What follows belongs to an exercise in optimizing a design on an open flow for small area; a production flow would make more cautious choices. The RTL was checked by simulation tests, not by an equivalence proof against the original design. Power is estimated from default activity; no workload was simulated.

// gasm_core
module gasm_core #(
    parameter [31:0] OUT_ADDR        = 32'h0000_FF00,
    parameter [31:0] KBD_DATA_ADDR   = 32'h0000_FF04,
    parameter [31:0] KBD_STATUS_ADDR = 32'h0000_FF08,
    parameter [31:0] STACK_LO        = 32'h0000_E000,
    parameter [31:0] STACK_HI        = 32'h0000_F000
) (
    input  wire        clk,
    input  wire        rst,
    input  wire [31:0] entry,
    output reg         mem_valid,
    output reg         mem_we,
    output reg  [3:0]  mem_wstrb,
    output reg  [31:0] mem_addr,
    output reg  [31:0] mem_wdata,
    input  wire [31:0] mem_rdata,
    input  wire        mem_ready,
    output wire        boundary,
    input  wire        timer_tick,
    input  wire        kbd_valid,
    input  wire [7:0]  kbd_char,
    output reg         kbd_ack,
    output reg         out_valid,
    output reg  [7:0]  out_byte,
    output reg         halted,
    output reg         faulted,
    output wire [2:0]  fault_reason,
    output reg  [31:0] fault_value
);
export LEC_CHECK = 0
export ABC_AREA = 1
export CAP_MARGIN = 20
export CORE_MARGIN = 2
export CORE_UTILIZATION = 30
export GPL_ROUTABILITY_DRIVEN = 1
export PLACE_DENSITY = 0.45
export SLEW_MARGIN = 20
create_clock -name core_clock -period 20.0 [get_ports {clk}]
standard.sh (not shown) runs the stock make flow with config.mk's settings and CLKGATE_MAP_FILE= SYNTH_SCRIPT=/design/flow/synth_recipe.tcl, a recipe that flattens the netlist after the stock synthesis.
==> flow/flow/run.sh <==
#!/bin/bash
# Standard ORFS layout, with two changes to how it is built:
#  - ports are buffered with the smallest buffer (sky130_fd_sc_hd__buf_1)
#  - the clock tree uses clkbuf_8 leaf clusters of at most 20 sinks and no dummy loads
set -euo pipefail
export BUFFER_PORTS_ARGS="-buffer_cell sky130_fd_sc_hd__buf_1"
export CTS_ARGS="-sink_clustering_enable -repair_clock_nets -dont_use_dummy_load -buf_list sky130_fd_sc_hd__clkbuf_8 -sink_clustering_size 18 -sink_clustering_max_diameter 80 -sink_buffer_max_cap_derate 1.0"
bash standard.sh > standard_flow.log 2>&1
Then changed:
--- a/flow/flow/run.sh
+++ b/flow/flow/run.sh
@@ -7 +7 @@
-export CTS_ARGS="-sink_clustering_enable -repair_clock_nets -dont_use_dummy_load -buf_list sky130_fd_sc_hd__clkbuf_8 -sink_clustering_size 18 -sink_clustering_max_diameter 80 -sink_buffer_max_cap_derate 1.0"
+export CTS_ARGS="-sink_clustering_enable -repair_clock_nets -dont_use_dummy_load -buf_list sky130_fd_sc_hd__clkbuf_4 -sink_clustering_size 9 -sink_clustering_max_diameter 60 -sink_buffer_max_cap_derate 1.0"
Setup slack improves by 0.024 ns.
Cell area stays flat.
Wire length rises by 0.50%.
Then changed:
--- a/flow/flow/run.sh
+++ b/flow/flow/run.sh
@@ -2 +2,4 @@
-# Standard ORFS layout, with two changes to how it is built:
+# Standard ORFS layout, with three changes to how it is built:
+#  - after the standard synthesis, the combinational logic between the registers is
+#    re-mapped with an area-oriented ABC script (flow/remap.abc); the registers,
+#    their names and cell types, and the ports are left as the standard synthesis made them
@@ -4 +7 @@
-#  - the clock tree uses clkbuf_8 leaf clusters of at most 20 sinks and no dummy loads
+#  - the clock tree uses clkbuf_4 leaf clusters of at most 9 sinks within 60 um, and no dummy loads
@@ -7,0 +11,31 @@
+
+HERE=$PWD
+RES=$HERE/orfs/results/$FLOW_PLATFORM/gasm_core/base
+LIB=$FLOW_HOME/platforms/$FLOW_PLATFORM/lib/sky130_fd_sc_hd__tt_025C_1v80.lib
+
+# 1. standard synthesis
+bash standard.sh $RES/1_2_yosys.v > synth_standard.log 2>&1
+cp $RES/1_2_yosys.v $HERE/synth_standard.v
+
+# 2. re-map the combinational logic; sequential cells stay as black boxes
+SEQ=$(grep -oE "sky130_fd_sc_hd__[a-z0-9_]+" $HERE/synth_standard.v | sort -u | grep -E "__(s?e?df|dl|sdl)" | tr '\n' ' ')
+DU=$(sed -n '/DONT_USE_CELLS += /,/^#/p' $FLOW_HOME/platforms/$FLOW_PLATFORM/config.mk | grep -oE "sky130_fd_sc_hd__[a-z0-9_]+" | sed 's/^/-dont_use /' | tr '\n' ' ')
+cat > $HERE/remap.ys <<EOY
+read_liberty -ignore_miss_func $LIB
+blackbox $SEQ
+read_verilog $HERE/synth_standard.v
+hierarchy -top $FLOW_TOP
+flatten
+opt_clean
+abc -script $HERE/flow/remap.abc -liberty $LIB $DU
+opt_clean -purge
+hilomap -singleton -hicell sky130_fd_sc_hd__conb_1 HI -locell sky130_fd_sc_hd__conb_1 LO
+splitnets
+opt_clean -purge
+stat -liberty $LIB
+write_verilog -noattr -nohex -nodec $HERE/synth_remap.v
+EOY
+yosys -s $HERE/remap.ys > remap.log 2>&1
+cp $HERE/synth_remap.v $RES/1_2_yosys.v
+
+# 3. the rest of the standard layout on the re-mapped netlist
==> flow/flow/remap.abc (new file) <==
strash
&get -n
&deepsyn -T 20
&dch -f
&nf -a -R 1000
&put
The changed run passed the timing, design-rule and antenna checks.
Total power goes down by roughly a tenth.
Combinational power goes up by a quarter to a third.
Clock-buffer cell count goes down by 1.
Via count goes down by roughly a tenth.
Then changed:
==> flow/flow/run.sh (replaced) <==
#!/bin/bash
# Standard ORFS layout, with two changes to how it is built:
#  - ports are buffered with the smallest buffer (sky130_fd_sc_hd__buf_1)
#  - the clock tree uses clkbuf_8 leaf clusters of at most 20 sinks and no dummy loads
set -euo pipefail
export BUFFER_PORTS_ARGS="-buffer_cell sky130_fd_sc_hd__buf_1"
export CTS_ARGS="-sink_clustering_enable -repair_clock_nets -dont_use_dummy_load -buf_list sky130_fd_sc_hd__clkbuf_8 -sink_clustering_size 15 -sink_clustering_max_diameter 70 -sink_buffer_max_cap_derate 1.0"
bash standard.sh > standard_flow.log 2>&1
removed: flow/flow/remap.abc
Synthesized area increases by roughly a tenth.
Via count increases by roughly a tenth.
Cell area increases by a little under a tenth.
Final cell count increases by about a fifth.
Count of clock-buffer cells in the layout decreases by 33.
Power increases by roughly a tenth.
Global-route usage increases by 1.3 points.
Flip-flop and latch count does not change.
Routed wire length increases by about a fifth.
Worst setup slack got worse by 4.0 ns.
Then changed:
==> flow/flow/run.sh (replaced) <==
#!/bin/bash
# Standard ORFS layout, with two changes to how it is built:
#  - ports are buffered with the smallest buffer (sky130_fd_sc_hd__buf_1)
#  - the clock tree uses clkbuf_4 leaf clusters of at most 9 sinks within 60 um, and no dummy loads
set -euo pipefail
export BUFFER_PORTS_ARGS="-buffer_cell sky130_fd_sc_hd__buf_1"
export CTS_ARGS="-sink_clustering_enable -repair_clock_nets -dont_use_dummy_load -buf_list sky130_fd_sc_hd__clkbuf_4 -sink_clustering_size 9 -sink_clustering_max_diameter 60 -sink_buffer_max_cap_derate 1.0"
bash standard.sh > standard_flow.log 2>&1
What happened:
- The changed run finished clean
- non-clock buffer count does not change
- hold slack got worse by 0.057 ns
- core utilization goes down by 0.20 points
- die area does not change
- area after synthesis is unchanged
- total power goes down by 2.2%
- register-to-register slack is about the same
- wire length hardly moves
- first-iteration DRC count goes down by 0.78%
- worst setup slack improved by 0.013 ns
- critical path depth is unchanged

-- what the ideal ports hide --
No port has a modelled driver above. Below, the same layouts with a new extraction and two added sets of constraints. Step 1, drivers: a clkbuf_16 drives clk and a buf_2 each remaining input, both assumed. Step 2 moves the port delays by t, midway between the first and last clock arrival at a register: inputs arrive t later, outputs are due t later. That takes back most of the time a late clock gives input paths. Slacks: ideal / step 1 / step 2; pairs: ideal / step 1.
| run | t (ns) | setup WS [ns] | hold slack, ns | worst setup path at the end | worst slew at a driven data input, ns |
|---|---|---|---|---|---|
| the first run | 0.731 | 3.763 / 3.763 / 3.763 | 0.289 / 0.289 / 0.289 | register to register | 0.05 |
| the second run | 0.921 | 3.786 / 3.786 / 3.786 | 0.226 / 0.226 / 0.226 | register to register | 0.05 |
| the third run | 0.892 | 7.809 / 7.809 / 7.809 | 0.232 / 0.232 / 0.232 | register to register | 0.08 |
| the fourth run | 0.717 | 3.773 / 3.773 / 3.773 | 0.283 / 0.283 / 0.283 | register to register | 0.05 |
| the fifth run | 0.921 | 3.786 / 3.786 / 3.786 | 0.226 / 0.226 / 0.226 | register to register | 0.05 |
After both steps every run listed still meets setup and hold.
